This is an optimization exercise on Yosys and OpenROAD, whose aim is small area, a short achievable clock period and few clock cycles, not a production implementation. Where RTL was checked, it was by simulation tests only, not by an equivalence proof against the original. No functional check of the RTL was part of runs 1 and 2. Power figures rest on the tool's default switching activity, not on a simulated workload.

### flow/config.mk
export PLATFORM = sky130hd
export DESIGN_NAME = fpga_disp_ctrl
export DESIGN_NICKNAME = fpga_disp_ctrl
export VERILOG_FILES = /design/flow/design.v
export SDC_FILE = /design/flow/constraint.sdc
export NUM_CORES = 4
export LEC_CHECK = 0
export ABC_AREA = 1
export CAP_MARGIN = 20
export CORE_MARGIN = 2
export CORE_UTILIZATION = 40
export CTS_BUF_LIST = sky130_fd_sc_hd__clkbuf_8
export SETUP_SLACK_MARGIN = 5
export SLEW_MARGIN = 20
export SYNTH_HIERARCHICAL = 1
export SYNTH_MINIMUM_KEEP_SIZE = 0
### flow/design.v
module fpga_disp_next (
  input  wire        rdy,
  input  wire [2:0]  st,
  input  wire        cs,
  input  wire        rst_l,
  input  wire        sclk,
  input  wire        set0,
  input  wire [8:0]  cnt,
  input  wire        aux,
  input  wire        intn,
  input  wire        redraw,
  input  wire        fb_we,
  input  wire [14:0] fb_addr,
  input  wire [7:0]  fb_data,
  output reg         rdy_i,
  output reg  [2:0]  st_i,
  output reg         set0_i,
  output reg  [8:0]  cnt_i,
  output reg         intn_i,
  output reg         redraw_i,
  output reg         we_i,
  output reg  [14:0] addr_i,
  output reg  [7:0]  data_i,
  output wire        stall_b,       
  output reg  [2:0]  st_b,
  output reg  [8:0]  cnt_b,
  output wire        aux_b,
  output reg         intn_b,
  output wire        we_b,
  output wire        cs_fall,       
  output wire        sclk_inc,      
  output wire        sclk_hit,      
  output wire [5:0]  scnt_inc,
  output wire        rst_fall,      
  output wire        rst_rise       
);
  localparam [1:0] C_MATCH = 2'd0,    
                   C_SKIP  = 2'd1,    
                   C_SET0  = 2'd2,    
                   C_SET1  = 2'd3;    
  localparam [14:0] A_TOP = 15'd25308;
  wire [4:0] cpos  = fb_addr[4:0];    
  wire [1:0] cmode = fb_addr[6:5];
  wire [5:0] scnt  = fb_addr[12:7];   
  wire       s_prog  = st == 3'd0;
  wire       s_cmd   = st == 3'd1;
  wire       s_param = st == 3'd2;
  wire       s_scene = st == 3'd3;
  wire       s_line  = st == 3'd4;
  wire       s_data  = st == 3'd5;
  wire       s_fill  = st[2:1] == 2'b11;
  wire [7:0] d = fb_data;             
  wire [7:0] exp_c =
    (cpos == 5'd0)  ? "D" : (cpos == 5'd1)  ? "a" : (cpos == 5'd2)  ? "t" :
    (cpos == 5'd3)  ? "e" : (cpos == 5'd4)  ? ":" : (cpos == 5'd5)  ? " " :
    (cpos == 5'd6)  ? "D" : (cpos == 5'd7)  ? "e" : (cpos == 5'd8)  ? "c" :
    (cpos == 5'd9)  ? " " : (cpos == 5'd10) ? "1" : (cpos == 5'd11) ? "0" :
    (cpos == 5'd12) ? " " : (cpos == 5'd13) ? "2" : (cpos == 5'd14) ? "0" :
    (cpos == 5'd15) ? "1" : (cpos == 5'd16) ? "4" : (cpos == 5'd17) ? " " :
    (cpos == 5'd18) ? "0" : (cpos == 5'd19) ? "8" : (cpos == 5'd20) ? ":" :
    (cpos == 5'd21) ? "3" : (cpos == 5'd22) ? "0" : 8'h00;
  reg [1:0] cmode_n;
  reg [4:0] cpos_n;
  always @(*) begin
    cmode_n = cmode;
    cpos_n  = cpos;
    case (cmode)
      C_MATCH: begin
        if (d == 8'h00) begin
          if (cpos >= 5'd5) cmode_n = C_SET1;
          else cpos_n = 5'd0;
        end else if (d == exp_c) begin
          cpos_n = cpos + 5'd1;
          if (cpos == 5'd22) cmode_n = C_SET0;
        end else begin
          cmode_n = (cpos < 5'd5) ? C_SKIP : C_SET1;
        end
      end
      C_SKIP: begin
        if (d == 8'h00) begin
          cmode_n = C_MATCH;
          cpos_n  = 5'd0;
        end
      end
      default: ;
    endcase
  end
  wire       col_end = cnt[7:0] == 8'd172;    
  wire       fresh   = aux && s_data;
  wire [7:0] adj_col = fresh ? ((d < 8'd148) ? d : 8'd0) : fb_addr[7:0];
  wire [14:0] a_adj  = A_TOP + adj_col + !fresh;
  always @(*) begin
    rdy_i    = rdy;
    st_i     = st;
    set0_i   = set0;
    cnt_i    = cnt;
    intn_i   = intn;
    redraw_i = redraw;
    we_i     = 1'b0;
    addr_i   = fb_addr;
    data_i   = fb_data;
    if (fb_we || fresh)
      addr_i = (col_end || fresh) ? a_adj : fb_addr - 15'd148;
    if (s_scene)
      addr_i = A_TOP;
    if (s_prog) begin
      if (aux) addr_i[6:0] = {cmode_n, cpos_n};
      set0_i = (aux ? cmode_n : cmode) == C_SET0;
    end
    if (!rdy && s_cmd) begin
      rdy_i  = 1'b1;
      intn_i = 1'b1;
      if (set0) begin
        if (d == 8'h01) begin st_i = 3'd2; cnt_i = 9'd0; end
        else if (d == 8'h04) st_i = 3'd3;
        else begin intn_i = 1'b0; st_i = 3'd1; end
      end else begin
        if (d == 8'h00) ;
        else if (d == 8'h01) st_i = 3'd4;
        else if (d == 8'h02) begin redraw_i = 1'b1; intn_i = 1'b0; st_i = 3'd1; end
        else begin intn_i = 1'b0; st_i = 3'd1; end
      end
    end
    if (!rdy && s_scene) begin
      intn_i = 1'b0;
      st_i   = 3'd1;
      if (d[7:2] == 6'd0) begin
        st_i     = (d[1:0] == 2'd1) ? 3'd7 : 3'd6;
        redraw_i = 1'b1;
        we_i     = 1'b1;
        data_i   = (d[1:0] == 2'd2) ? 8'h30 : (d[1:0] == 2'd3) ? 8'h0C : 8'h00;
        cnt_i    = 9'd1;
      end else begin
        rdy_i = 1'b1;
      end
    end
    if (s_fill) begin
      we_i = 1'b1;
      if (col_end)
        cnt_i = {(fb_addr[7:0] >= 8'd49) && (fb_addr[7:0] <= 8'd96), 8'd1};
      else
        cnt_i[7:0] = cnt[7:0] + 8'd1;
      if (st[0])
        data_i = (cnt[8] && cnt[7:0] >= 8'd62 && cnt[7:0] <= 8'd109) ? 8'hFC : 8'h00;
      if (fb_addr == 15'd295) begin               
        rdy_i = 1'b1;
        st_i  = 3'd1;
      end
    end
  end
  wire trig = cnt[7:0] == 8'd188;
  assign stall_b = cs && (s_cmd || s_scene);
  assign aux_b   = cs && ((s_prog && !cnt[8] && cnt[8:1] != 8'd0) || s_line);
  assign we_b    = cs && s_data && !trig && cnt[7:0] < 8'd172;
  always @(*) begin
    st_b   = st;
    cnt_b  = cnt;
    intn_b = intn;
    if (cs) begin
      case (st)
        3'd0:  if (!cnt[8]) cnt_b = cnt + 9'd1;
        3'd2: begin
          if (cnt[1:0] == 2'd3) begin intn_b = 1'b0; st_b = 3'd1; end
          else cnt_b = cnt + 9'd1;
        end
        3'd4: begin
          cnt_b  = 9'd240;
          st_b   = 3'd5;
          intn_b = 1'b1;
        end
        3'd5: begin
          if (trig) begin
            st_b   = 3'd4;
            intn_b = 1'b0;
          end else begin
            cnt_b = cnt + 9'd1;
          end
        end
        default: ;
      endcase
    end
  end
  assign cs_fall  = cs && !s_prog;
  assign sclk_inc = !sclk && !cs && s_prog;
  assign sclk_hit = sclk_inc && scnt == 6'd50;
  assign scnt_inc = scnt + 6'd1;
  assign rst_fall = rst_l;
  assign rst_rise = !rst_l;
endmodule
module fpga_disp_ctrl (
  input  wire        clk,
  input  wire        rst,        
  input  wire        ev_valid,
  output wire        ev_ready,
  input  wire [2:0]  ev_type,
  input  wire [7:0]  ev_data,
  output reg         intn,
  output reg         cdone,
  output reg         redraw,
  output reg         fb_we,
  output reg  [14:0] fb_addr,
  output reg  [7:0]  fb_data
);
  reg        rdy;           
  reg [2:0]  st;
  reg        cs, rst_l, sclk;
  reg        set0;          
  reg [8:0]  cnt;
  reg        aux;
  assign ev_ready = rdy;
  wire        rdy_i, set0_i, intn_i, redraw_i, we_i;
  wire [2:0]  st_i, st_b;
  wire [8:0]  cnt_i, cnt_b;
  wire [14:0] addr_i;
  wire [7:0]  data_i;
  wire        stall_b, aux_b, intn_b, we_b;
  wire        cs_fall, sclk_inc, sclk_hit, rst_fall, rst_rise;
  wire [5:0]  scnt_inc;
  fpga_disp_next u_next (
    .rdy(rdy), .st(st), .cs(cs), .rst_l(rst_l), .sclk(sclk), .set0(set0),
    .cnt(cnt), .aux(aux), .intn(intn), .redraw(redraw), .fb_we(fb_we),
    .fb_addr(fb_addr), .fb_data(fb_data),
    .rdy_i(rdy_i), .st_i(st_i), .set0_i(set0_i), .cnt_i(cnt_i), .intn_i(intn_i),
    .redraw_i(redraw_i), .we_i(we_i), .addr_i(addr_i), .data_i(data_i),
    .stall_b(stall_b), .st_b(st_b), .cnt_b(cnt_b), .aux_b(aux_b), .intn_b(intn_b),
    .we_b(we_b),
    .cs_fall(cs_fall), .sclk_inc(sclk_inc), .sclk_hit(sclk_hit), .scnt_inc(scnt_inc),
    .rst_fall(rst_fall), .rst_rise(rst_rise)
  );
  wire acc  = ev_valid && rdy;
  wire b0   = ev_data[0];
  wire e_b  = acc && ev_type == 3'd0;                   
  wire e_c0 = acc && ev_type == 3'd1 && !b0 && cs_fall;  
  wire e_s  = acc && ev_type == 3'd2;                   
  wire e_s1 = e_s && b0 && sclk_inc;                    
  wire e_r  = acc && ev_type == 3'd3;                   
  wire e_r0 = e_r && !b0 && rst_fall;                   
  wire e_r1 = e_r && b0 && rst_rise;                    
  wire e_n  = acc && ev_type == 3'd4;                   
  always @(posedge clk) begin
    if (rst) begin
      rdy    <= 1'b1;
      st     <= 3'd0;
      cnt    <= 9'd0;
      cs     <= 1'b0;
      rst_l  <= 1'b0;
      sclk   <= 1'b0;
      aux    <= 1'b0;
      intn   <= 1'b1;
      cdone  <= 1'b0;
      redraw <= 1'b0;
      fb_we  <= 1'b0;
    end else begin
      rdy    <= acc ? !(e_b && stall_b) : rdy_i;
      st     <= e_r0 ? 3'd0 :
                (e_c0 || (e_s1 && sclk_hit)) ? 3'd1 :
                e_b ? st_b :
                acc ? st : st_i;
      cnt    <= e_r0 ? 9'd0 : e_b ? cnt_b : acc ? cnt : cnt_i;
      if (acc && ev_type == 3'd1) cs <= b0;
      if (e_r) rst_l <= b0;
      if (e_s) sclk <= b0;
      aux    <= e_b && aux_b;
      intn   <= e_r0 ? 1'b1 :
                (e_c0 || (e_s1 && sclk_hit)) ? 1'b0 :
                e_b ? intn_b :
                acc ? intn : intn_i;
      cdone  <= (e_s1 && sclk_hit) ? 1'b1 : e_r1 ? 1'b0 : cdone;
      redraw <= e_n ? 1'b0 : redraw_i;
      fb_we  <= e_b ? we_b : we_i;
    end
    set0 <= set0_i;
    fb_data <= rdy ? ev_data : data_i;
    fb_addr[14:13] <= addr_i[14:13];
    fb_addr[12:7]  <= (rst || e_r0) ? 6'd0 : e_s1 ? scnt_inc : addr_i[12:7];
    fb_addr[6:0]   <= (rst || e_r0) ? 7'd0 : addr_i[6:0];
  end
endmodule
### flow/standard.sh
#!/bin/bash
# synth_recipe.tcl (not shown) runs the flow's synth.tcl, then flattens the netlist and writes it again
# the make line also repeats each setting of config.mk as NAME=value (left out here)
make -C /OpenROAD-flow-scripts/flow DESIGN_CONFIG=/design/flow/config.mk WORK_HOME=/design/flow/orfs CLKGATE_MAP_FILE= SYNTH_SCRIPT=/design/flow/synth_recipe.tcl "${@:-finish}"
### flow/flow/extra.env
BUFFER_PORTS_ARGS=-buffer_cell sky130_fd_sc_hd__buf_2
### flow/constraint.sdc
create_clock -name core_clock -period 8.0 [get_ports {clk}]
set_input_delay 1.6000 -clock core_clock [delete_from_list [all_inputs] [get_ports {clk}]]
set_output_delay 1.6000 -clock core_clock [all_outputs]
set_load 0.01 [all_outputs]
### flow/flow/run.sh
#!/bin/bash
# Layout flow: the standard ORFS flow (standard.sh, unchanged synthesis,
# floorplan, power grid and tap cells), with two changes:
#  - the port buffers are plain buffers (buffer_ports -buffer_cell) instead of
#    the delay cells buffer_ports picks by default;
#  - settings from flow/extra.env, passed to make as VAR=value.
# Each tool's full output goes to a log file in this folder.
set -euo pipefail
here=$(pwd)
extra=()
if [[ -f flow/extra.env ]]; then
  while IFS= read -r line; do
    [[ -z "$line" || "$line" == \#* ]] && continue
    extra+=("$line")
  done < flow/extra.env
fi
bash standard.sh "${extra[@]}" finish > "$here/orfs_flow.log" 2>&1
==> results of run 1 <==
[worst min path at each step]
stage | endpoint | start
after floorplan | sclk$_SDFFE_PP0N_ | sclk$_SDFFE_PP0N_
after global placement | cdone$_SDFFE_PP0P_ | cdone$_SDFFE_PP0P_
after detailed placement | cdone$_SDFFE_PP0P_ | cdone$_SDFFE_PP0P_
after CTS | cdone$_SDFFE_PP0P_ | cdone$_SDFFE_PP0P_
after global routing | cdone$_SDFFE_PP0P_ | cdone$_SDFFE_PP0P_
final | cdone$_SDFFE_PP0P_ | cdone$_SDFFE_PP0P_
[area by class of cell]
class,instances,area (um2)
well taps,172,215
repair buffers,60,345
inverters,130,508
multi-input cells,654,3570
clock inverters,3,47.5
clock buffers,5,68.8
flip-flops and latches,45,921
fillers,1403,6790
[Yosys stat by module (local to each module, per instance)]
module,cell area [um2],cells inside,flops+latches,copies in the design
fpga_disp_next,3230,631,0,1
fpga_disp_ctrl,1810,226,45,1
[kinds of logic (layout without fill, tap and decap cells)]
group,Yosys count,after routing
DFF,45,45
buffers and inverters,158,198
muxes,7,7
xor gates and xnor gates,10,10
AOI/OAI and AO/OA,146,146
and+or+nand+nor,468,468
adders and majority gates,23,23
[critical path, delay by kind of cell (launching register included)]
kind | cells | cell delay (ns)
DFF | 1 | 0.43
AOI/OAI and AO/OA | 1 | 0.17
and+or+nand+nor | 16 | 1.48
adders and majority gates | 1 | 0.23
buffers and inverters | 4 | 0.39
[power by group through the flow]
stage	Clock (mW)	Sequential, mW	Combinational (mW)
after floorplan	0	0.258	0.106
after global placement	0	0.260	0.145
after detailed placement	0	0.260	0.145
after CTS	0.193	0.255	0.146
after global routing	0.202	0.256	0.173
final	0.191	0.253	0.153
[cells in the final DEF, fill, tap and decap left out, types with 6 or more instances in the layout]
cell	instances
a31oi_1	6
nor3_1	23
o21ai_0	44
ha_4	6
inv_2	7
nand2_1	235
xor2_1	9
nand2_2	12
buf_2	41
nor2_4	6
inv_1	118
nor2_1	76
dfxtp_1	39
buf_4	18
nand3_1	67
mux2_2	7
nand3_2	6
nand4_1	17
a21oi_1	47
nor2_2	7
o22ai_1	10
ha_1	15
a21oi_2	11
[flip-flops by register name, summed over array words and instances (netlist names)]
| register | cells |
|---|---|
| fb_addr | 15 |
| cnt | 9 |
| fb_data | 8 |
| st | 3 |
| aux | 1 |
| cdone | 1 |
| cs | 1 |
| fb_we | 1 |
| intn | 1 |
| rdy | 1 |
| redraw | 1 |
| rst_l | 1 |
| sclk | 1 |
| set0 | 1 |
[routing by layer]
layer | global-route usage, % | routed length, um | vias up
met5 | 0 | 0 | -
met4 | 4.84 | 129 | 0
met3 | 2.28 | 595 | 11
met2 | 38.3 | 7110 | 148
met1 | 31.3 | 7420 | 2573
li1 | - | - | 2873
[timing repair]
item,4_1_cts,5_1_grt
gates resized for setup,4,31
endpoints found under the setup margin,9,18
pin swaps,0,8
buffers inserted,0,18
==> results.yml, run 1 <==
synthesis:
  yosysSeqAreaShare_pct: 17.9
  synth-compound-area-share_pct: 17.3
  synth_adder_area_share_pct: 5.71
  synth-edff-count: 0
  yosysMostFrequentCell: "nand2_1"
  synthTopCellsByArea: "dfxtp_1 (18%), nand2_1 (18%), inv_1 (9.0%), nand3_1 (6.7%), nor2_1 (5.7%)"
  yosys.area.top_type: "dfxtp_1"
  synthDistinctLibCells: 51
  synth_top_family_by_area: "simple AND/OR/NAND/NOR gates"
  syn_nets: 894
  postSynthAreaPerCell_um2: 5.88
  ys.warnings.count: 8
  ys_seq_elements: 45
  synth_commonest_cells: "nand2_1 (237), inv_1 (121), nor2_1 (77)"
  synth-main-ff-cell: "dfxtp_1"
  netlist_area_mm2: 0.00504
  yosys.area_share.xor_xnor_pct: 1.74
  synth-simple-area-share_pct: 42.4
  synthCells: 857
  muxShareOfSynthArea_pct: 1.56
  synth_top_area_share_pct: 17.9
  synth-async-reset-ratio_pct: 0
power:
  p_sw_share_pct: 35.6
  power_per_cell_area_mw_per_mm2: 105
  p_int_mw: 0.384
  p_sw_mw: 0.212
  pwr-share-clk_pct: 31.9
  p_seq_share_pct: 42.4
  p_leak_nw: 2.71
  p_total_mw: 0.597
  ir_worst_vdd_mv: 0.0777
  power_frac_comb_pct: 25.6
floorplanning:
  ios: 42
  die_w_um: 116
  row_count: 41
  dieHeight_um: 116
  initial_core_util_pct: 40.4
  die_area_mm2: 0.0135
  coreArea_mm2: 0.0125
placement:
  portBuffers: 41
  gp_congestion: 0.940
  hpwl_mm: 11.7
  place_inst: 1043
  pre_cts_ws_ns: 4.83
  place_area_mm2: 0.00529
cts:
  cts_root_buf: "clkbuf_8"
  numCtsBuffers: 5
  cts_tree: "built"
  clk_latency_ns: 0.33
  holdBufCountCts: 0
  path_clk_slew_ns: 0.11
  cts_sinks: 45
  htree_levels: 2
  clockBufferDepth: 2
timing:
  fin_crit_ns: 2.75
  rsz0062_at_grt: "yes"
  fin_ws_ns: 5.25
  skew_ns: 0.0166
  max_clock_freq_mhz: 363
  maxSlewHeadroom_pct: 37.3
  slew_viol_final: 0
  hold_violations: 0
  whs_ns: 0.465
  worst_pin_slew_ns: 0.934
  timing.final.crit_share_pct: 34.4
  finalSetupTns_ns: 0
  setup_violations: 0
drt:
  dr.pass1.iters: 7
  drt_iter0_drc: 477
  viasPerCell: 5.24
  drcViolationCount: 0
  ant_nets: 0
  drt-total-wl_mm: 15.3
  vias: 5605
  wl_per_cell_um: 14.3
critical_path:
  startpoint: "fb_addr[0]$_SDFF_PP0_"
  path_max_fanout: 8
  worst_ep_required_time_ns: 8.25
  max_stage_delay_ns: 0.43
  crit_chain: "clkinvlp_4, ha_4, nand3_1, nand2_2, nor2_2, buf_4, nand4_1, nand2_1, nand2_1, nand3_1, nand2_1, inv_1, nand2_1, nor2_1, nand3_1, nor2_4, nand3_1, nand2_1, nand3_1, a21oi_2, inv_1, nor2_1"
  r2r-start: "fb_addr[0]$_SDFF_PP0_"
  critPathArrivalTime_ns: 3.00
  cpMaxStageDelayCell: "dfxtp_4"
  r2r_end: "fb_addr[2]$_SDFF_PP0_"
  crit_end: "fb_addr[2]$_SDFF_PP0_"
  r2r_setup_slack_ns: 5.25
  crit_type: "register to register"
  worstRegToRegCells: 22
  cp-start-kind: "register"
  cp-end-kind: "register"
finish:
  area_growth_pct: 12.6
  drive_gt1_share_pct: 17.5
  fin_util_pct: 45.5
  n_antenna_cell: 0
  fin_area_mm2: 0.00568
  instances_no_fill: 1069
  nets: 933
worst_hold_path:
  hp-class: "register to register"
  hold_depth: 2
job:
  drv_cap: 0
global_route:
  grt_max_degree: 25
  grt_pass1_wl_mm: 24.6
  antenna_found_initial: 0
  track_usage_pct: 22.6
  grt_pass1_vias: 5023
  overflow: 0
outcome:
  status: "timing/DRC/antenna clean"
==> inputs of run 2 (changes only) <==
==> flow/flow/extra.env (replaced) <==
BUFFER_PORTS_ARGS=-buffer_cell sky130_fd_sc_hd__buf_2
SETUP_SLACK_MARGIN=5.4
==> run 2 against run 1 <==
  * Register-to-register slack better by 0.07 ns
  * Area after synthesis stayed put
  * Utilization is 5.0 points higher
  * Sequential cell count stayed put
  * Still clean on timing, DRC and antenna
  * Highest routed layer unchanged
  * Critical endpoint is now fb_addr[3]$_SDFF_PP0_
  * Count of clock-buffer cells in the layout stayed put
  * Combinational power is 16% higher
  * Die area stayed put
  * Worst hold slack better by 0.00073 ns
  * Via count is 3.8% higher
  * Clock skew is 0.0064 ns lower
  * Fmax is 2.8% higher
  * Wire length is 7.1% higher
==> results.yml, run 2 <==
critical_path:
  path_max_fanout: 6
  crit_end: "fb_addr[3]$_SDFF_PP0_"
  r2r-start: "fb_addr[3]$_SDFF_PP0_"
  r2r_setup_slack_ns: 5.32
  worst_ep_required_time_ns: 8.26
  r2r_end: "fb_addr[3]$_SDFF_PP0_"
  crit_type: "register to register"
  cp-end-kind: "register"
  cp-start-kind: "register"
  worstRegToRegCells: 23
  startpoint: "fb_addr[3]$_SDFF_PP0_"
  critPathArrivalTime_ns: 2.94
drt:
  drcViolationCount: 0
  vias: 5816
  ant_nets: 0
  drt-total-wl_mm: 16.3
  drt_iter0_drc: 481
  wl_per_cell_um: 14.9
  viasPerCell: 5.30
  dr.pass1.iters: 5
finish:
  final.fill_count: 1329
  nets: 962
  largest_reg_flops: 15
  n_antenna_cell: 0
  layout_common_cells: "nand2_1 (220), inv_1 (109), nor2_1 (68), nand3_1 (54), a21oi_1 (44)"
  drive_gt1_share_pct: 27.5
  seqCellArea_um2: 950
  multi_input_comb_area_mm2: 0.00386
  top_regs: "fb_addr: 15 flops, cnt: 9 flops, fb_data: 8 flops"
  largest-register: "fb_addr"
  area_growth_pct: 25.1
  final_common_cell: "nand2_1"
worst_hold_path:
  hold_depth: 2
  hp-class: "register to register"
  hp-start: "cdone$_SDFFE_PP0P_"
global_route:
  grt_pass1_wl_mm: 25.9
  overflow: 0
  track_usage_pct: 23.9
  grt_max_degree: 25
  antenna_found_initial: 0
  grt_pass1_vias: 5393
floorplanning:
  initial_core_util_pct: 40.4
  die_w_um: 116
  dieHeight_um: 116
  row_count: 41
  coreArea_mm2: 0.0125
  ios: 42
  die_area_mm2: 0.0135
cts:
  cts_sinks: 45
  cts_tree: "built"
  path_clk_slew_ns: 0.10
  numCtsBuffers: 5
  clockBufferDepth: 2
  clk_latency_ns: 0.32
  cts_root_buf: "clkbuf_8"
  holdBufCountCts: 0
  htree_levels: 2
job:
  drv_cap: 0
timing:
  whs_ns: 0.465
  max_clock_freq_mhz: 373
  skew_ns: 0.0102
  slew_viol_final: 0
  finalSetupTns_ns: 0
  fin_crit_ns: 2.68
  rsz0062_at_grt: "yes"
  worst_pin_slew_ns: 0.856
  timing.final.crit_share_pct: 33.5
  hold_violations: 0
  setup_violations: 0
  maxSlewHeadroom_pct: 42.5
synthesis:
  yosysMostFrequentCell: "nand2_1"
  syn_nets: 894
  synthTopCellsByArea: "dfxtp_1 (18%), nand2_1 (18%), inv_1 (9.0%), nand3_1 (6.7%), nor2_1 (5.7%)"
  yosys.area.top_type: "dfxtp_1"
  synth_commonest_cells: "nand2_1 (237), inv_1 (121), nor2_1 (77)"
  synth-main-ff-cell: "dfxtp_1"
  synth-edff-count: 0
  ys_seq_elements: 45
  netlist_area_mm2: 0.00504
  synthCells: 857
  yosysSeqAreaShare_pct: 17.9
  synth-async-reset-ratio_pct: 0
  ys.warnings.count: 8
  postSynthAreaPerCell_um2: 5.88
  synthDistinctLibCells: 51
  synth_top_area_share_pct: 17.9
power:
  power_per_cell_area_mw_per_mm2: 103
  p_total_mw: 0.648
  ir_worst_vdd_mv: 0.0858
  p_leak_nw: 2.93
placement:
  portBuffers: 41
  hpwl_mm: 11.7
  gp_congestion: 0.938
outcome:
  status: "timing/DRC/antenna clean"
-- run 2: power breakdown --
group	total, mW	internal [mW]	switching (mW)
combinational	0.178	0.0655	0.112
sequential	0.253	0.236	0.0174
clock	0.217	0.126	0.0913
-- run 2: worst min path at each step --
stage / endpoint / slack (ns)
floorplan: sclk$_SDFFE_PP0N_ / 0.44
global placement: cdone$_SDFFE_PP0P_ / 0.45
detailed placement: cdone$_SDFFE_PP0P_ / 0.46
CTS: cdone$_SDFFE_PP0P_ / 0.47
global route: cdone$_SDFFE_PP0P_ / 0.49
finish: cdone$_SDFFE_PP0P_ / 0.47
-- run 2: cell families after synthesis --
logic type,share of synthesized area [%]
adder cells (fa/ha/maj),5.71
AND/OR/NAND/NOR,42.4
flip-flops,17.9
AO/OA/AOI/OAI,17.3
buffers and inverters,13.5
multiplexers,1.56
XOR/XNOR,1.74
-- run 2: metal layers --
metal	GRT usage, %	part of all wire, %	vias to the layer above	wire [um]
li1	-	-	2948	-
met1	31.7	44	2638	7270
met2	40.3	47	196	7760
met3	3.11	5.5	34	905
met4	7.70	2.5	0	411
met5	0	0	-	0
-- run 2: layout make-up --
cell class,count,share of cell area (%)
Multi-Input combinational cell,655,61.2
Tap cell,172,3.41
Clock buffer,5,1.09
Clock inverter,3,1.09
Inverter,130,8.20
Sequential cell,45,15.1
Timing Repair Buffer,88,9.90
-- run 2: worst max-delay path, stage by stage (launching register included) --
cell and delay [ns]:
dfxtp_4 0.38, clkinvlp_4 0.11, buf_6 0.14, ha_4 0.18
buf_6 0.14, nand3_4 0.09, nand2_2 0.07, o21ai_2 0.12
nand2_1 0.08, nand2_2 0.08, nand3_2 0.08, nand2_2 0.07
nand3_2 0.11, inv_2 0.07, nand2_2 0.06, nor2_4 0.10
nand3_2 0.08, nor2_4 0.13, nand4_1 0.10, nand2_1 0.08
nand2_1 0.06, a21oi_2 0.16, inv_1 0.05, nor2_1 0.07
-- run 2: through the flow --
step,cell area (um2),util [%],setup slack (ns),cells
2_1_floorplan,5040,-,5.41,857
6_report,6300,50.6,5.32,1098
3_5_place_dp,5290,42.4,4.86,1043
3_3_place_gp,5290,42.4,4.88,1043
4_1_cts,5860,47.0,5.31,1078
5_1_grt,6300,50.6,5.09,1098
-- run 2: per-module statistics from Yosys (local to each module, per instance) --
module | cell area, um2 | flip-flops and latches
fpga_disp_ctrl | 1810 | 45
fpga_disp_next | 3230 | 0
-- run 2: timing repair --
item,4_1_cts,5_1_grt
pin swaps,11,38
cloned,0,1
hold endpoints to repair,0,0
gates resized for setup,66,76
buffers inserted,27,19
setup endpoints to repair,33,34
==> inputs of run 3 (changes only) <==
--- a/flow/design.v
+++ b/flow/design.v
@@ -51,14 +51,32 @@
   wire       s_fill  = st[2:1] == 2'b11;
   wire [7:0] d = fb_data;             
   wire [7:0] exp_c =
-    (cpos == 5'd0)  ? "D" : (cpos == 5'd1)  ? "a" : (cpos == 5'd2)  ? "t" :
-    (cpos == 5'd3)  ? "e" : (cpos == 5'd4)  ? ":" : (cpos == 5'd5)  ? " " :
-    (cpos == 5'd6)  ? "D" : (cpos == 5'd7)  ? "e" : (cpos == 5'd8)  ? "c" :
-    (cpos == 5'd9)  ? " " : (cpos == 5'd10) ? "1" : (cpos == 5'd11) ? "0" :
-    (cpos == 5'd12) ? " " : (cpos == 5'd13) ? "2" : (cpos == 5'd14) ? "0" :
-    (cpos == 5'd15) ? "1" : (cpos == 5'd16) ? "4" : (cpos == 5'd17) ? " " :
-    (cpos == 5'd18) ? "0" : (cpos == 5'd19) ? "8" : (cpos == 5'd20) ? ":" :
-    (cpos == 5'd21) ? "3" : (cpos == 5'd22) ? "0" : 8'h00;
+    (cpos == 5'd0) ? "D" :
+    (cpos == 5'd1) ? "a" :
+    (cpos == 5'd3) ? "t" :
+    (cpos == 5'd7) ? "e" :
+    (cpos == 5'd14) ? ":" :
+    (cpos == 5'd28) ? " " :
+    (cpos == 5'd25) ? "D" :
+    (cpos == 5'd18) ? "e" :
+    (cpos == 5'd4) ? "c" :
+    (cpos == 5'd8) ? " " :
+    (cpos == 5'd17) ? "1" :
+    (cpos == 5'd2) ? "0" :
+    (cpos == 5'd5) ? " " :
+    (cpos == 5'd10) ? "2" :
+    (cpos == 5'd21) ? "0" :
+    (cpos == 5'd11) ? "1" :
+    (cpos == 5'd23) ? "4" :
+    (cpos == 5'd15) ? " " :
+    (cpos == 5'd30) ? "0" :
+    (cpos == 5'd29) ? "8" :
+    (cpos == 5'd27) ? ":" :
+    (cpos == 5'd22) ? "3" :
+    (cpos == 5'd13) ? "0" :
+    8'h00;
+  wire [4:0] cpos_inc = {cpos[3:0], ~(cpos[4] ^ cpos[2])};
+  wire       cpos_lt5 = cpos == 5'd0 || cpos == 5'd1 || cpos == 5'd3 || cpos == 5'd7 || cpos == 5'd14;
   reg [1:0] cmode_n;
   reg [4:0] cpos_n;
   always @(*) begin
@@ -67,13 +85,13 @@
     case (cmode)
       C_MATCH: begin
         if (d == 8'h00) begin
-          if (cpos >= 5'd5) cmode_n = C_SET1;
+          if (!cpos_lt5) cmode_n = C_SET1;
           else cpos_n = 5'd0;
         end else if (d == exp_c) begin
-          cpos_n = cpos + 5'd1;
-          if (cpos == 5'd22) cmode_n = C_SET0;
+          cpos_n = cpos_inc;
+          if (cpos == 5'd13) cmode_n = C_SET0;
         end else begin
-          cmode_n = (cpos < 5'd5) ? C_SKIP : C_SET1;
+          cmode_n = cpos_lt5 ? C_SKIP : C_SET1;
         end
       end
       C_SKIP: begin
@@ -182,8 +200,8 @@
   end
   assign cs_fall  = cs && !s_prog;
   assign sclk_inc = !sclk && !cs && s_prog;
-  assign sclk_hit = sclk_inc && scnt == 6'd50;
-  assign scnt_inc = scnt + 6'd1;
+  assign sclk_hit = sclk_inc && scnt == 6'd19;        
+  assign scnt_inc = {scnt[4:0], ~(scnt[5] ^ scnt[4])};
   assign rst_fall = rst_l;
   assign rst_rise = !rst_l;
 endmodule
@@ -251,20 +269,18 @@
       redraw <= 1'b0;
       fb_we  <= 1'b0;
     end else begin
-      rdy    <= acc ? !(e_b && stall_b) : rdy_i;
+      rdy    <= rdy_i && !(e_b && stall_b);
       st     <= e_r0 ? 3'd0 :
                 (e_c0 || (e_s1 && sclk_hit)) ? 3'd1 :
-                e_b ? st_b :
-                acc ? st : st_i;
-      cnt    <= e_r0 ? 9'd0 : e_b ? cnt_b : acc ? cnt : cnt_i;
+                e_b ? st_b : st_i;
+      cnt    <= e_r0 ? 9'd0 : e_b ? cnt_b : cnt_i;
       if (acc && ev_type == 3'd1) cs <= b0;
       if (e_r) rst_l <= b0;
       if (e_s) sclk <= b0;
       aux    <= e_b && aux_b;
       intn   <= e_r0 ? 1'b1 :
                 (e_c0 || (e_s1 && sclk_hit)) ? 1'b0 :
-                e_b ? intn_b :
-                acc ? intn : intn_i;
+                e_b ? intn_b : intn_i;
       cdone  <= (e_s1 && sclk_hit) ? 1'b1 : e_r1 ? 1'b0 : cdone;
       redraw <= e_n ? 1'b0 : redraw_i;
       fb_we  <= e_b ? we_b : we_i;
==> flow/flow/extra.env (replaced) <==
BUFFER_PORTS_ARGS=-buffer_cell sky130_fd_sc_hd__buf_2
--- a/flow/config.mk
+++ b/flow/config.mk
@@ -10,7 +10,7 @@
 export CORE_MARGIN = 2
 export CORE_UTILIZATION = 40
 export CTS_BUF_LIST = sky130_fd_sc_hd__clkbuf_8
-export SETUP_SLACK_MARGIN = 5
+export SETUP_SLACK_MARGIN = 4.7
 export SLEW_MARGIN = 20
 export SYNTH_HIERARCHICAL = 1
 export SYNTH_MINIMUM_KEEP_SIZE = 0
==> run 3 against run 2 <==
  * First-iteration DRC count shrank 22%
  * Utilization shrank 6.5 points
  * Sequential power shrank 8.7%
  * Worst setup slack lost 0.36 ns
  * Non-clock buffer count shrank 46
  * Total power shrank 33%
  * Wire length shrank 9.4%
==> results.yml, run 3 <==
global_route:
  grt_pass1_wl_mm: 24.6
  met1_usage_pct: 30.5
  grt_busiest_layer: "met2"
  gr-usage-met2_pct: 39.3
  antenna_found_initial: 0
  overflow: 0
  grtUsageMet3_pct: 3.32
  grt_max_degree: 24
  grt_pass1_vias: 5124
  track_usage_pct: 23.4
critical_path:
  max_stage_delay_ns: 0.85
  startpoint: "fb_addr[0]$_SDFF_PP0_"
  critPathMostFrequentCell: "nand2_1"
  crit_chain: "nand2_2, nor2_1, a21oi_2, nand2_1, nor2_1, nand2_1, nand3_1, nand2_1, nand3_2, nor2_4, nand2_4, nand2_1, nand3_1, nand2_1, nand3_1, nand2_1, inv_1, inv_1, nor2_1"
  path_max_fanout: 12
  cp-end-kind: "register"
  worst_ep_required_time_ns: 8.20
  crit_buf_inv: 2
  cpMaxStageDelayCell: "dfxtp_1"
  cp-start-kind: "register"
  cp_top_family: "simple AND/OR/NAND/NOR gates"
  crit_type: "register to register"
  r2r-start: "fb_addr[0]$_SDFF_PP0_"
  critPathArrivalTime_ns: 3.23
floorplanning:
  ios: 42
  die_area_mm2: 0.0128
  coreArea_mm2: 0.0115
  initial_core_util_pct: 41.5
  dieHeight_um: 113
  die_w_um: 113
  row_count: 39
finish:
  n_antenna_cell: 0
  largest-register: "fb_addr"
  layout_common_cells: "nand2_1 (190), inv_1 (108), nor2_1 (83), nand3_1 (68), a21oi_1 (52)"
  final_common_cell: "nand2_1"
  largest_reg_flops: 15
  fin_util_pct: 44.1
  seqCellArea_um2: 903
  top_regs: "fb_addr: 15 flops, cnt: 9 flops, fb_data: 8 flops"
  final.fill_count: 1264
  multi_input_comb_area_mm2: 0.00320
  nets: 848
  drive_gt1_share_pct: 14.4
  area_growth_pct: 6.15
synthesis:
  yosys.area.top_type: "dfxtp_1"
  yosysSeqAreaShare_pct: 18.8
  ys.warnings.count: 8
  synth-main-ff-cell: "dfxtp_1"
  synth_commonest_cells: "nand2_1 (190), inv_1 (108), nor2_1 (83)"
  synth-async-reset-ratio_pct: 0
  synth_top_area_share_pct: 18.8
  synthTopCellsByArea: "dfxtp_1 (19%), nand2_1 (15%), inv_1 (8.5%), nand3_1 (7.1%), nor2_1 (6.5%)"
  postSynthAreaPerCell_um2: 6.01
  synth-edff-count: 0
  synthDistinctLibCells: 53
  synthCells: 795
  netlist_area_mm2: 0.00478
  syn_nets: 826
  yosysMostFrequentCell: "nand2_1"
  ys_seq_elements: 45
timing:
  maxSlewHeadroom_pct: 39.9
  setup_violations: 0
  finalSetupTns_ns: 0
  rsz0062_at_grt: "no"
  slew_viol_final: 0
  timing.final.crit_share_pct: 37.9
  hold_violations: 0
  fin_crit_ns: 3.04
  whs_ns: 0.491
  skew_ns: 0.0119
  max_clock_freq_mhz: 329
  worst_pin_slew_ns: 0.890
power:
  p_total_mw: 0.433
  ir_worst_vdd_mv: 0.0726
  p_leak_nw: 2.43
  p_seq_share_pct: 53.4
  power_frac_comb_pct: 10.0
  p_sw_share_pct: 29.3
  power_per_cell_area_mw_per_mm2: 85.4
  p_sw_mw: 0.127
  pwr-share-clk_pct: 36.6
  p_int_mw: 0.306
drt:
  drcViolationCount: 0
  dr.pass1.iters: 5
  ant_nets: 0
  viasPerCell: 5.57
  drt_iter0_drc: 377
  drt-total-wl_mm: 14.8
  vias: 5357
  wl_per_cell_um: 15.4
cts:
  post_cts_buffers: 0
  cts_tree: "built"
  cts_root_buf: "clkbuf_8"
  numCtsBuffers: 5
  cts_sinks: 45
  htree_levels: 2
  holdBufCountCts: 0
  path_clk_slew_ns: 0.10
  clockBufferDepth: 2
  clk_latency_ns: 0.32
worst_hold_path:
  hp-class: "register to register"
  hp-start: "rst_l$_SDFFE_PP0N_"
placement:
  gp_congestion: 0.935
  hpwl_mm: 11.6
  portBuffers: 41
outcome:
  status: "timing/DRC/antenna clean"
job:
  drv_cap: 0
## run 3: timing repair
action,CTS,global route
hold endpoints to repair,0,0
gates resized for setup,0,2
setup endpoints to repair,0,6
## run 3: cell type report
class                           instances  area share [%]
Sequential cell                        45            17.8
Clock inverter                          3           0.567
Clock buffer                            5            1.36
Inverter                              126            9.47
Timing Repair Buffer                   42            4.19
Multi-Input combinational cell        597            63.1
Tap cell                              143            3.53
## run 3: worst register-to-register path: stages (launching register included)
cell     delay (ns)
dfxtp_1        0.85
nand2_2        0.16
nor2_1         0.40
a21oi_2        0.11
nand2_1        0.16
nor2_1         0.06
nand2_1        0.08
nand3_1        0.07
nand2_1        0.09
nand3_2        0.09
nor2_4         0.22
nand2_4        0.12
nand2_1        0.07
nand3_1        0.06
nand2_1        0.11
nand3_1        0.08
nand2_1        0.07
inv_1          0.04
inv_1          0.04
nor2_1         0.03
## run 3: kinds of logic (layout without fill, tap and decap cells)
| logic type | count (synthesis) | after routing | share of synthesized area [%] |
|---|---|---|---|
| AO/OA/AOI/OAI | 146 | 146 | 18.0 |
| XOR/XNOR | 10 | 10 | 1.83 |
| adder cells (fa/ha/maj) | 17 | 17 | 4.45 |
| buffers and inverters | 153 | 176 | 14.3 |
| flip-flops | 45 | 45 | 18.8 |
| multiplexers | 7 | 7 | 1.65 |
| AND/OR/NAND/NOR | 417 | 417 | 40.9 |
## run 3: power groups by stage
stage	Combinational, mW	Sequential [mW]	Clock, mW
after floorplan	0.0293	0.236	0
after global placement	0.0420	0.236	0
after detailed placement	0.0431	0.236	0
after CTS	0.0432	0.231	0.164
after global routing	0.0484	0.232	0.172
final	0.0433	0.231	0.159
## run 3: Yosys stat by module, one instance, submodules excluded
| module | cells | flip-flops and latches | times used | area (um2) |
|---|---|---|---|---|
| fpga_disp_next | 604 | 0 | 1 | 3080 |
| fpga_disp_ctrl | 191 | 45 | 1 | 1700 |
## run 3: path summary, 6_finish.rpt
| check | end | slack (ns) | depth (start not counted) |
|---|---|---|---|
| setup / recovery | fb_addr[6]$_SDFF_PP0_ | 4.96 | 19 |
| setup reg to reg | fb_addr[6]$_SDFF_PP0_ | 4.96 | 19 |
| hold reg to reg | rst_l$_SDFFE_PP0N_ | 0.49 | 2 |
| hold / removal | rst_l$_SDFFE_PP0N_ | 0.49 | 2 |
## run 3: per-stage QoR
| step | cells | area (um2) | setup WS [ns] |
|---|---|---|---|
| 2_1_floorplan | 795 | 4780 | 5.51 |
| 3_3_place_gp | 953 | 4970 | 4.78 |
| 3_5_place_dp | 953 | 4970 | 4.68 |
| 4_1_cts | 961 | 5070 | 4.98 |
| 5_1_grt | 961 | 5070 | 4.71 |
| 6_report | 961 | 5070 | 4.96 |
## run 3: metal layers
layer  part of all wire, %  wire length [um]  vias up
met1                    44              6570     2511
met3                   6.1               905       30
li1                      -                 -     2648
met2                    47              7010      168
met5                     0                 0        -
met4                   2.1               315        0
Testbench counts of run 3, summed over its fixed seeds: cycles 661,383.
==> inputs of run 4 (changes only) <==
--- a/flow/config.mk
+++ b/flow/config.mk
@@ -10,7 +10,7 @@
 export CORE_MARGIN = 2
 export CORE_UTILIZATION = 40
 export CTS_BUF_LIST = sky130_fd_sc_hd__clkbuf_8
-export SETUP_SLACK_MARGIN = 4.7
+export SETUP_SLACK_MARGIN = 5
 export SLEW_MARGIN = 20
 export SYNTH_HIERARCHICAL = 1
 export SYNTH_MINIMUM_KEEP_SIZE = 0
==> run 4 against run 3 <==
  * Non-clock buffer count is 3 higher
  * Utilization is 0.59 points higher
  * Still clean on timing, DRC and antenna
  * Critical path type is now register to primary output
  * Critical path depth is 18 lower
  * Largest power group unchanged
==> results.yml, run 4 <==
outcome:
  status: "timing/DRC/antenna clean"
synthesis:
  yosysMostFrequentCell: "nand2_1"
  synth_adder_area_share_pct: 4.45
  synth_top_area_share_pct: 18.8
  muxShareOfSynthArea_pct: 1.65
  yosys.area_share.xor_xnor_pct: 1.83
  syn_nets: 826
  postSynthAreaPerCell_um2: 6.01
  synth_top_family_by_area: "simple AND/OR/NAND/NOR gates"
  yosysSeqAreaShare_pct: 18.8
  ys.warnings.count: 8
  synth-edff-count: 0
  synthTopCellsByArea: "dfxtp_1 (19%), nand2_1 (15%), inv_1 (8.5%), nand3_1 (7.1%), nor2_1 (6.5%)"
  synth_commonest_cells: "nand2_1 (190), inv_1 (108), nor2_1 (83)"
  synthCells: 795
  yosys.area.top_type: "dfxtp_1"
  synthDistinctLibCells: 53
  ys_seq_elements: 45
  synth-async-reset-ratio_pct: 0
  netlist_area_mm2: 0.00478
  synth-simple-area-share_pct: 40.9
  synth-main-ff-cell: "dfxtp_1"
  synth-compound-area-share_pct: 18.0
drt:
  ant_nets: 0
  dr.pass1.iters: 5
  drcViolationCount: 0
  viasPerCell: 5.57
  drt_iter0_drc: 437
  drt-total-wl_mm: 14.8
  vias: 5365
  wl_per_cell_um: 15.4
power:
  p_sw_mw: 0.127
  power_frac_comb_pct: 10.1
  pwr-share-clk_pct: 36.6
  p_seq_share_pct: 53.3
  p_total_mw: 0.433
  p_leak_nw: 2.45
  power_per_cell_area_mw_per_mm2: 84.2
  p_int_mw: 0.305
  ir_worst_vdd_mv: 0.0722
  p_sw_share_pct: 29.4
floorplanning:
  die_w_um: 113
  initial_core_util_pct: 41.5
  row_count: 39
  ios: 42
  die_area_mm2: 0.0128
  dieHeight_um: 113
  coreArea_mm2: 0.0115
timing:
  worst_pin_slew_ns: 0.914
  fin_ws_ns: 5.25
  fin_crit_ns: 2.75
  setup_violations: 0
  maxSlewHeadroom_pct: 38.3
  timing.final.crit_share_pct: 34.4
  finalSetupTns_ns: 0
  hold_violations: 0
  slew_viol_final: 0
  max_clock_freq_mhz: 364
  skew_ns: 0.0117
  rsz0062_at_grt: "no"
cts:
  path_clk_slew_ns: 0.10
  clk_latency_ns: 0.32
  cts_root_buf: "clkbuf_8"
  cts_tree: "built"
  clockBufferDepth: 2
  holdBufCountCts: 0
  htree_levels: 2
  numCtsBuffers: 5
  cts_sinks: 45
finish:
  layout_common_cells: "nand2_1 (188), inv_1 (108), nor2_1 (80), nand3_1 (68), a21oi_1 (52)"
  n_antenna_cell: 0
  final_common_cell: "nand2_1"
  multi_input_comb_area_mm2: 0.00323
  drive_gt1_share_pct: 16.0
  seqCellArea_um2: 912
  area_growth_pct: 7.57
  largest_reg_flops: 15
  final.fill_count: 1255
  top_regs: "fb_addr: 15 flops, cnt: 9 flops, fb_data: 8 flops"
  largest-register: "fb_addr"
  nets: 851
critical_path:
  cp_top_family: "flip-flops"
  r2r_end: "fb_addr[6]$_SDFF_PP0_"
  crit_chain: "buf_2"
  critPathArrivalTime_ns: 1.15
  startpoint: "fb_addr[1]$_SDFF_PP0_"
  crit_type: "register to primary output"
  r2r_setup_slack_ns: 5.29
  worst_ep_required_time_ns: 6.40
  worstRegToRegCells: 19
  crit_buf_inv: 1
  cp-start-kind: "register"
  max_stage_delay_ns: 0.62
  path_max_fanout: 9
  cp-end-kind: "primary output"
  r2r-start: "fb_addr[3]$_SDFF_PP0_"
  cpMaxStageDelayCell: "dfxtp_1"
worst_hold_path:
  hold_depth: 2
  worstHoldEndpoint: "rst_l$_SDFFE_PP0N_"
  hp-class: "register to register"
  hp-start: "rst_l$_SDFFE_PP0N_"
global_route:
  overflow: 0
  track_usage_pct: 23.4
  grt_pass1_wl_mm: 24.6
  antenna_found_initial: 0
  grt_max_degree: 24
  grt_pass1_vias: 5124
placement:
  portBuffers: 41
  hpwl_mm: 11.6
  gp_congestion: 0.935
  pre_cts_ws_ns: 4.68
job:
  drv_cap: 0
run 4: layout make-up:
type                       count  share of cell area [%]
multi-input combinational    597                    62.9
sequential                    45                    17.7
inverter                     126                    9.42
timing repair buffer          45                    4.58
tap                          143                    3.48
clock buffer                   5                    1.34
clock inverter                 3                   0.560
run 4: through the flow:
step,hold WS (ns),utilization [%],cell area (um2),std cells
2_1_floorplan,0.444,-,4780,795
3_3_place_gp,0.460,43.1,4970,953
3_5_place_dp,0.473,43.1,4970,953
4_1_cts,0.488,44.0,5070,961
5_1_grt,0.515,44.6,5140,964
6_report,0.490,44.6,5140,964
run 4: worst max path at each step:
stage                                       end  cells after the start
after floorplan           fb_addr[6]$_SDFF_PP0_                     23
after global placement          intn$_SDFF_PP1_                      8
after detailed placement        intn$_SDFF_PP1_                      8
after CTS                 fb_addr[6]$_SDFF_PP0_                     22
after global routing      fb_addr[6]$_SDFF_PP0_                     22
final                                fb_addr[1]                      1
run 4: cell families (layout without fill, tap and decap cells):
logic type / count (synthesis) / count (layout)
AOI/OAI and AO/OA: 146 / 146
xor gates and xnor gates: 10 / 10
adders and majority gates: 17 / 17
buffers and inverters: 153 / 179
DFF: 45 / 45
muxes: 7 / 7
and+or+nand+nor: 417 / 417
run 4: per-layer routing:
layer  vias up  GRT usage, %  routed length (um)
met2       179          39.3                7100
li1       2654             -                   -
met5         -             0                   0
met1      2502          30.5                6480
met4         0          8.70                 318
met3        30          3.32                 924
run 4: repair_timing:
action,4_1_cts,5_1_grt
setup endpoints to repair,2,24
setup buffers,0,3
gates cloned,0,0
gates resized for setup,2,15
pin swaps,0,2
run 4: worst register-to-register path: cells and delay by family (launching register included):
kind            cells  cell delay (ns)
buf+inv             5             0.41
fa+ha+maj           1             0.26
xor+xnor            1             0.15
flops               1             0.39
compound gates      1             0.07
simple gates       11             1.31
run 4: power groups by stage:
stage	logic, mW	clock network, mW	registers (mW)
after floorplan	0.0293	0	0.236
after global placement	0.0420	0	0.236
after detailed placement	0.0431	0	0.236
after CTS	0.0432	0.164	0.231
after global routing	0.0487	0.172	0.231
final	0.0437	0.158	0.230
run 4: modules after synthesis, one instance, submodules excluded:
module          area (um2)  cells
fpga_disp_ctrl        1700    191
fpga_disp_next        3080    604
==> inputs of run 5 (changes only) <==
==> flow/flow/run.sh (replaced) <==
#!/bin/bash
# Layout flow: the standard ORFS flow (standard.sh: ORFS synthesis with
# synth_recipe.tcl, floorplan, power grid, tap cells, placement, CTS, routing),
# with these changes, all passed to make as VAR=value:
#  - synthesis runs synth_recipe.tcl through flow/synth_abc.tcl, which only
#    swaps ABC's mapping script for flow/area.abc (an area-oriented mapping;
#    the flip-flops are mapped before ABC and stay as synth_recipe.tcl maps them);
#  - ADDER_MAP_FILE is empty, so adders are left to ABC as plain gates;
#  - the port buffers are plain buffers (buffer_ports -buffer_cell);
#  - any further settings in flow/extra.env, one VAR=value per line.
# make's full output goes to orfs_flow.log here; ORFS writes each step's log
# under orfs/logs/.
set -euo pipefail
here=$(pwd)
export FLOW_SYNTH_TCL="$here/synth_recipe.tcl"
export FLOW_ABC_SCRIPT="$here/flow/area.abc"
extra=("SYNTH_SCRIPT=$here/flow/synth_abc.tcl" "ADDER_MAP_FILE="
       "BUFFER_PORTS_ARGS=-buffer_cell sky130_fd_sc_hd__buf_2")
if [[ -f flow/extra.env ]]; then
  while IFS= read -r line; do
    [[ -z "$line" || "$line" == \#* ]] && continue
    extra+=("$line")
  done < flow/extra.env
fi
bash standard.sh "${extra[@]}" finish > "$here/orfs_flow.log" 2>&1
==> flow/flow/area.abc (new file) <==
strash
dch
map -a
topo
dnsize
==> flow/flow/synth_abc.tcl (new file) <==
# The standard flow's synthesis script (synth_recipe.tcl, unchanged), with the ABC
# technology-mapping script replaced by the one in FLOW_ABC_SCRIPT. ABC maps
# only the combinational logic; the flip-flops are mapped before it.
proc abc {args} {
  set i [lsearch -exact $args -script]
  if {$i >= 0 && [info exists ::env(FLOW_ABC_SCRIPT)]} {
    lset args [expr {$i + 1}] $::env(FLOW_ABC_SCRIPT)
  }
  yosys abc {*}$args
}
source $::env(FLOW_SYNTH_TCL)
removed: flow/flow/extra.env
==> run 5 against run 4 <==
  * Still clean on timing, DRC and antenna
  * Design area is 11% lower
  * Via count shrank 9.0%
  * Total power rose by 14%
  * Combinational power increased by 51%
  * Utilization up 5.3 points
  * Critical endpoint is now fb_addr[0]$_SDFF_PP0_
  * Largest cell class unchanged
  * Highest routed layer unchanged
==> results.yml, run 5 <==
outcome:
  status: "timing/DRC/antenna clean"
synthesis:
  syn_nets: 689
  ys.warnings.count: 8
  yosys.area_share.xor_xnor_pct: 1.85
  postSynthAreaPerCell_um2: 5.61
  muxShareOfSynthArea_pct: 0
  yosysSeqAreaShare_pct: 23.8
  synthDistinctLibCells: 34
  yosys.area.top_type: "dfxtp_1"
  synth-compound-area-share_pct: 27.0
  synth-simple-area-share_pct: 34.3
  synth_top_area_share_pct: 23.8
  synth-edff-count: 0
  synth-async-reset-ratio_pct: 0
  synthCells: 675
  ys_seq_elements: 45
  synth_top_family_by_area: "simple AND/OR/NAND/NOR gates"
  synth_adder_area_share_pct: 0
  synth-main-ff-cell: "dfxtp_1"
  netlist_area_mm2: 0.00379
  synthTopCellsByArea: "dfxtp_1 (24%), nor2_1 (14%), nand2_1 (12%), clkinv_1 (12%), o21ai_0 (7.5%)"
  yosysMostFrequentCell: "nor2_1"
  synth_commonest_cells: "nor2_1 (143), nand2_1 (124), clkinv_1 (119)"
global_route:
  grt_pass1_vias: 4221
  antenna_found_initial: 0
  track_usage_pct: 25.5
  overflow: 0
  grt_pass1_wl_mm: 21.0
  grt_max_degree: 18
placement:
  pre_cts_ws_ns: 4.19
  portBuffers: 41
  hpwl_mm: 9.91
  gp_congestion: 1.06
cts:
  cts_root_buf: "clkbuf_8"
  htree_levels: 2
  cts_tree: "built"
  cts_sinks: 45
  clk_latency_ns: 0.31
  path_clk_slew_ns: 0.10
  numCtsBuffers: 5
  clockBufferDepth: 2
  holdBufCountCts: 0
critical_path:
  cp_top_family: "simple AND/OR/NAND/NOR gates"
  worst_ep_required_time_ns: 8.19
  r2r_setup_slack_ns: 5.08
  worstRegToRegCells: 19
  crit_chain: "clkinvlp_4, nor2_4, inv_4, nor3_1, a21oi_1, clkinv_1, a21oi_1, xnor2_1, nor3_1, clkinv_1, nor2_4, buf_6, o21ai_2, a31oi_4, nor3_2, a21oi_1, o22ai_1, clkinv_1, nor2_1"
  critPathArrivalTime_ns: 3.11
  r2r-start: "fb_addr[0]$_SDFF_PP0_"
  r2r_end: "fb_addr[0]$_SDFF_PP0_"
  cp.depth: 19
  cp-start-kind: "register"
  cp-end-kind: "register"
  path_max_fanout: 7
  crit_buf_inv: 6
  max_stage_delay_ns: 0.42
  crit_type: "register to register"
  cpMaxStageDelayCell: "dfxtp_4"
timing:
  max_clock_freq_mhz: 343
  slew_viol_final: 0
  rsz0062_at_grt: "yes"
  hold_violations: 0
  fin_crit_ns: 2.92
  whs_ns: 0.467
  maxSlewHeadroom_pct: 38.6
  worst_pin_slew_ns: 0.910
  skew_ns: 0.0148
  fin_ws_ns: 5.08
  setup_violations: 0
  timing.final.crit_share_pct: 36.5
  finalSetupTns_ns: 0
drt:
  dr.pass1.iters: 5
  drcViolationCount: 0
  wl_met1_mm: 6.10
  viasPerCell: 5.79
  wl_met2_mm: 5.94
  route.met3.wl_mm: 1.10
  highest_layer: "met4"
  wl_per_cell_um: 15.8
  ant_nets: 0
  drt_iter0_drc: 472
  drt-total-wl_mm: 13.3
  vias: 4880
floorplanning:
  coreArea_mm2: 0.00920
  ios: 42
  dieHeight_um: 101
  die_w_um: 101
  row_count: 35
  die_area_mm2: 0.0103
  initial_core_util_pct: 41.2
finish:
  largest-register: "fb_addr"
  fin_util_pct: 49.9
  area_growth_pct: 21.2
  final.fill_count: 1003
  n_antenna_cell: 0
  nets: 745
  final_common_cell: "nor2_1"
  largest_reg_flops: 15
  drive_gt1_share_pct: 18.2
  layout_common_cells: "nor2_1 (121), nand2_1 (120), clkinv_1 (102), o21ai_0 (54), a21oi_1 (51)"
  top_regs: "fb_addr: 15 flops, cnt: 9 flops, fb_data: 8 flops"
worst_hold_path:
  hp-class: "register to register"
  hold_depth: 2
  worstHoldEndpoint: "sclk$_SDFFE_PP0N_"
  hp-start: "sclk$_SDFFE_PP0N_"
power:
  ir_worst_vdd_mv: 0.0877
  power_per_cell_area_mw_per_mm2: 107
  p_leak_nw: 1.71
  p_total_mw: 0.492
job:
  drv_cap: 0
## run 5: cell count changes in the layout (fill, tap and decap cells not counted), moves of 6 or more
cell and change:
nor2_1 +41, nand2_1 -68, inv_1 -107, mux2_2 -7
clkinv_1 +101, ha_1 -16, o21ai_0 +13, nand4_1 -7
nand3_1 -50, buf_4 +10, nor2_2 +6, nand2_2 -7
inv_2 -6
## run 5: layout make-up
type                            instances  area (um2)  area share [%]
Clock buffer                            5        68.8            1.50
Inverter                              119         478            10.4
Multi-Input combinational cell        504        2620            57.0
Clock inverter                          3        42.5           0.926
Tap cell                              111         139            3.02
Timing Repair Buffer                   56         322            7.00
Sequential cell                        45         926            20.2
## run 5: worst min-delay path: cells and delay by family, from the launching register on
| family | cells | cell delay (ns) |
|---|---|---|
| simple gates | 1 | 0.06 |
| compound gates | 1 | 0.05 |
| flops | 1 | 0.32 |
## run 5: worst max path at each step
stage          slack [ns]                    end             startpoint
2_1_floorplan        5.00        intn$_SDFF_PP1_               ev_valid
3_3_place_gp         4.23  fb_addr[8]$_SDFF_PP0_       st[2]$_SDFF_PP0_
3_5_place_dp         4.19        intn$_SDFF_PP1_               ev_valid
4_1_cts              5.00  fb_addr[1]$_SDFF_PP0_  fb_addr[2]$_SDFF_PP0_
5_1_grt              4.90  fb_addr[1]$_SDFF_PP0_  fb_addr[0]$_SDFF_PP0_
6_report             5.08  fb_addr[0]$_SDFF_PP0_  fb_addr[0]$_SDFF_PP0_
## run 5: logic make-up (layout without fill, tap and decap cells)
logic type,count (synthesis),in the layout
xor+xnor,8,8
buf+inv,126,183
compound gates,173,173
simple gates,323,323
flops,45,45
## run 5: what timing repair did
item	CTS	global route
endpoints found under the setup margin	29	27
pin swaps	5	17
resized for setup	33	66
buffers inserted	5	10
## run 5: stage by stage
step	cells	cell area, um2
final	843	4590
after global routing	843	4590
after CTS	833	4330
after detailed placement	820	4100
after global placement	820	4100
after floorplan	675	3800
## run 5: routing by layer
| metal | up-vias | global-route usage, % |
|---|---|---|
| li1 | 2373 | - |
| met1 | 2245 | 37.3 |
| met2 | 240 | 39.9 |
| met3 | 22 | 3.93 |
| met4 | 0 | 4.99 |
| met5 | - | 0 |
## run 5: report_power, final
part           total, mW  internal (mW)  switching [mW]
registers          0.243          0.231          0.0115
clock network      0.183         0.0928          0.0903
logic             0.0658         0.0245          0.0412
total              0.492          0.349           0.143
## run 5: per-module statistics from Yosys (local to each module, per instance)
module	flip-flops and latches	area (um2)
fpga_disp_next	0	2300
fpga_disp_ctrl	45	1490
==> inputs of run 6 (changes only) <==
==> flow/flow/area.abc (replaced) <==
strash
dch
amap
topo
dnsize
==> run 6 against run 5 <==
  * Fmax shrank 17%
  * Non-clock buffer count grew 13
  * First-iteration DRC count shrank 17%
  * Sequential cell count is the same
  * Utilization grew 2.5 points
  * Worst setup slack lost 0.60 ns
  * Still clean on timing, DRC and antenna
  * Synthesized cell count shrank 17%
  * Sequential share of layout area shrank 0.060 points
  * Largest power group unchanged
  * Highest routed layer unchanged
  * Register-to-register slack lost 0.60 ns
  * Total power shrank 9.2%
==> results.yml, run 6 <==
outcome:
  status: "timing/DRC/antenna clean"
synthesis:
  synthDistinctLibCells: 43
  synth-main-ff-cell: "dfxtp_1"
  synth_commonest_cells: "nor2_1 (123), clkinv_1 (81), dfxtp_1 (45)"
  yosysSeqAreaShare_pct: 25.0
  yosys.area.top_type: "dfxtp_1"
  ys_seq_elements: 45
  ys.warnings.count: 8
  yosysMostFrequentCell: "nor2_1"
  synth-async-reset-ratio_pct: 0
  synth_top_area_share_pct: 25.0
  synth-edff-count: 0
  synthTopCellsByArea: "dfxtp_1 (25%), nor2_1 (13%), clkinv_1 (8.4%), nor3_1 (5.0%), a22oi_1 (5.0%)"
  synthCells: 562
  postSynthAreaPerCell_um2: 6.41
  syn_nets: 576
  netlist_area_mm2: 0.00360
timing:
  rsz0062_at_grt: "yes"
  maxSlewHeadroom_pct: 53.3
  hold_violations: 0
  finalSetupTns_ns: 0
  fin_crit_ns: 3.52
  max_clock_freq_mhz: 284
  setup_violations: 0
  timing.final.crit_share_pct: 44.0
  fin_ws_ns: 4.48
  whs_ns: 0.502
  slew_viol_final: 0
  worst_pin_slew_ns: 0.693
  skew_ns: 0.00342
placement:
  place_inst: 704
  gp_congestion: 0.981
  pre_cts_ws_ns: 4.10
  hpwl_mm: 9.38
  portBuffers: 41
  place_area_mm2: 0.00402
finish:
  largest-register: "fb_addr"
  drive_gt1_share_pct: 22.2
  largest_reg_flops: 15
  fin_area_mm2: 0.00458
  top_regs: "fb_addr: 15 flops, cnt: 9 flops, fb_data: 8 flops"
  final.fill_count: 869
  fin_util_pct: 52.5
  n_antenna_cell: 0
  layout_common_cells: "nor2_1 (112), clkinv_1 (66), buf_2 (41), dfxtp_1 (40), nand2_1 (36)"
  instances_no_fill: 740
  nets: 645
  area_growth_pct: 27.1
  final_common_cell: "nor2_1"
drt:
  dr.pass1.iters: 5
  vias: 4530
  drcViolationCount: 0
  wl_per_cell_um: 17.4
  drt-total-wl_mm: 12.9
  ant_nets: 0
  drt_iter0_drc: 394
  viasPerCell: 6.12
worst_hold_path:
  hp-class: "register to register"
  hp-start: "cdone$_SDFFE_PP0P_"
  hold_depth: 2
  worstHoldEndpoint: "cdone$_SDFFE_PP0P_"
global_route:
  grt_max_degree: 25
  overflow: 0
  track_usage_pct: 26.1
  antenna_found_initial: 0
  grt_pass1_wl_mm: 20.9
  grt_pass1_vias: 4126
floorplanning:
  dieHeight_um: 98.9
  die_area_mm2: 0.00977
  coreArea_mm2: 0.00872
  row_count: 34
  initial_core_util_pct: 41.3
  die_w_um: 98.9
  ios: 42
critical_path:
  path_max_fanout: 8
  r2r-start: "fb_addr[0]$_SDFF_PP0_"
  worstRegToRegCells: 14
  r2r_end: "fb_addr[1]$_SDFF_PP0_"
  cp-end-kind: "register"
  cp-start-kind: "register"
  worst_ep_required_time_ns: 8.19
  crit_type: "register to register"
  critPathArrivalTime_ns: 3.71
  r2r_setup_slack_ns: 4.48
cts:
  path_clk_slew_ns: 0.09
  holdBufCountCts: 0
  cts_sinks: 45
  cts_root_buf: "clkbuf_8"
  cts_tree: "built"
  htree_levels: 2
  clk_latency_ns: 0.30
  numCtsBuffers: 5
  clockBufferDepth: 2
power:
  p_leak_nw: 1.65
  power_per_cell_area_mw_per_mm2: 97.6
  p_total_mw: 0.447
  ir_worst_vdd_mv: 0.0738
job:
  drv_cap: 0
-- run 6: how the worst max path moves through the flow --
stage                          startpoint               endpoint  slack [ns]  cells past startpoint
finish              fb_addr[0]$_SDFF_PP0_  fb_addr[1]$_SDFF_PP0_        4.48                     14
global route        fb_addr[2]$_SDFF_PP0_           set0$_DFF_P_        4.32                     17
CTS                 fb_addr[2]$_SDFF_PP0_  fb_addr[0]$_SDFF_PP0_        4.29                     18
detailed placement  fb_addr[3]$_SDFF_PP0_  fb_addr[0]$_SDFF_PP0_        4.10                     17
global placement    fb_addr[3]$_SDFF_PP0_  fb_addr[0]$_SDFF_PP0_        4.16                     17
floorplan           fb_addr[2]$_SDFF_PP0_  fb_addr[0]$_SDFF_PP0_        4.59                     18
-- run 6: routing by layer --
metal	global-route usage, %	wire [um]	vias up
li1	-	-	2213
met1	36.3	5730	2044
met2	40.9	5730	238
met3	5.89	1110	35
met4	7.06	325	0
met5	0	0	-
-- run 6: cell families (layout without fill, tap and decap cells) --
kind of cell | count (synthesis) | in the layout | synth area share, %
and+or+nand+nor | 246 | 246 | 29.8
AOI/OAI and AO/OA | 183 | 183 | 35.3
buffers and inverters | 88 | 158 | 9.80
DFF | 45 | 45 | 25.0
-- run 6: repair_timing --
| item | CTS | global route |
|---|---|---|
| endpoints found under the hold margin | 0 | 0 |
| resized for setup | 35 | 27 |
| setup buffers | 24 | 4 |
| pin swaps | 14 | 10 |
| endpoints found under the setup margin | 32 | 27 |
-- run 6: critical path, stage by stage (launching register included) --
cell	delay, ns
dfxtp_4	0.40
clkinv_4	0.08
buf_4	0.15
nand2_2	0.10
nor3_1	0.07
or2_1	0.29
or4_1	0.42
nor3_1	0.26
o21ai_0	0.20
a2111oi_4	0.43
clkinv_2	0.23
a221oi_1	0.38
o32a_1	0.22
o22ai_1	0.07
nor2b_1	0.12
-- run 6: area by class of cell --
cell class | instances | area [um2] | area share (%)
Inverter | 81 | 347 | 7.57
Multi-Input combinational cell | 429 | 2640 | 57.7
Clock buffer | 6 | 82.6 | 1.80
Tap cell | 108 | 135 | 2.95
Sequential cell | 45 | 920 | 20.1
Clock inverter | 2 | 33.8 | 0.738
Timing Repair Buffer | 69 | 419 | 9.16
-- run 6: where the power goes --
group / total [mW] / leakage [nW] / internal (mW) / switching [mW]
registers: 0.230 / 0.370 / 0.225 / 0.00543
logic: 0.0313 / 1.22 / 0.0111 / 0.0202
clock network: 0.185 / 0.0626 / 0.101 / 0.0843
-- run 6: per-module statistics from Yosys, one instance, submodules excluded --
module / cells / cell area, um2
fpga_disp_next: 426 / 2180
fpga_disp_ctrl: 136 / 1420

==> afterwards: timing with drivers on the ports <==
How much do the figures lean on ideal ports? The routed layouts below were timed once more, with nothing changed but the port constraints. Step 1 assumes that a clkbuf_16 drives the clock port and a buf_2 every other input. Step 2, shift: input delay + t, output delay - t, t = (earliest + latest rising clock arrival at the registers) / 2. This alone moves slack from input paths to output paths. a / b / c = ideal ports / drivers / drivers and shift; a / b = the first two.
| run | shift t [ns] | setup WS [ns] | worst slew at a driven data input, ns |
|---|---|---|---|
| run 1 | 0.353 | 5.246 / 5.246 / 4.937 | 0.03 |
| run 2 | 0.351 | 5.321 / 5.321 / 5.117 | 0.03 |
| run 3 | 0.348 | 4.965 / 4.940 / 4.713 | 0.03 |
| run 4 | 0.349 | 5.250 / 5.218 / 5.005 | 0.03 |
| run 5 | 0.341 | 5.081 / 5.081 / 4.825 | 0.03 |
| run 6 | 0.336 | 4.480 / 4.480 / 4.480 | 0.04 |
After both steps every run listed still meets setup and hold. For run 1, which loses most, drivers alone change the setup slack by 0.000 ns; drivers and shift together by -0.309 ns.
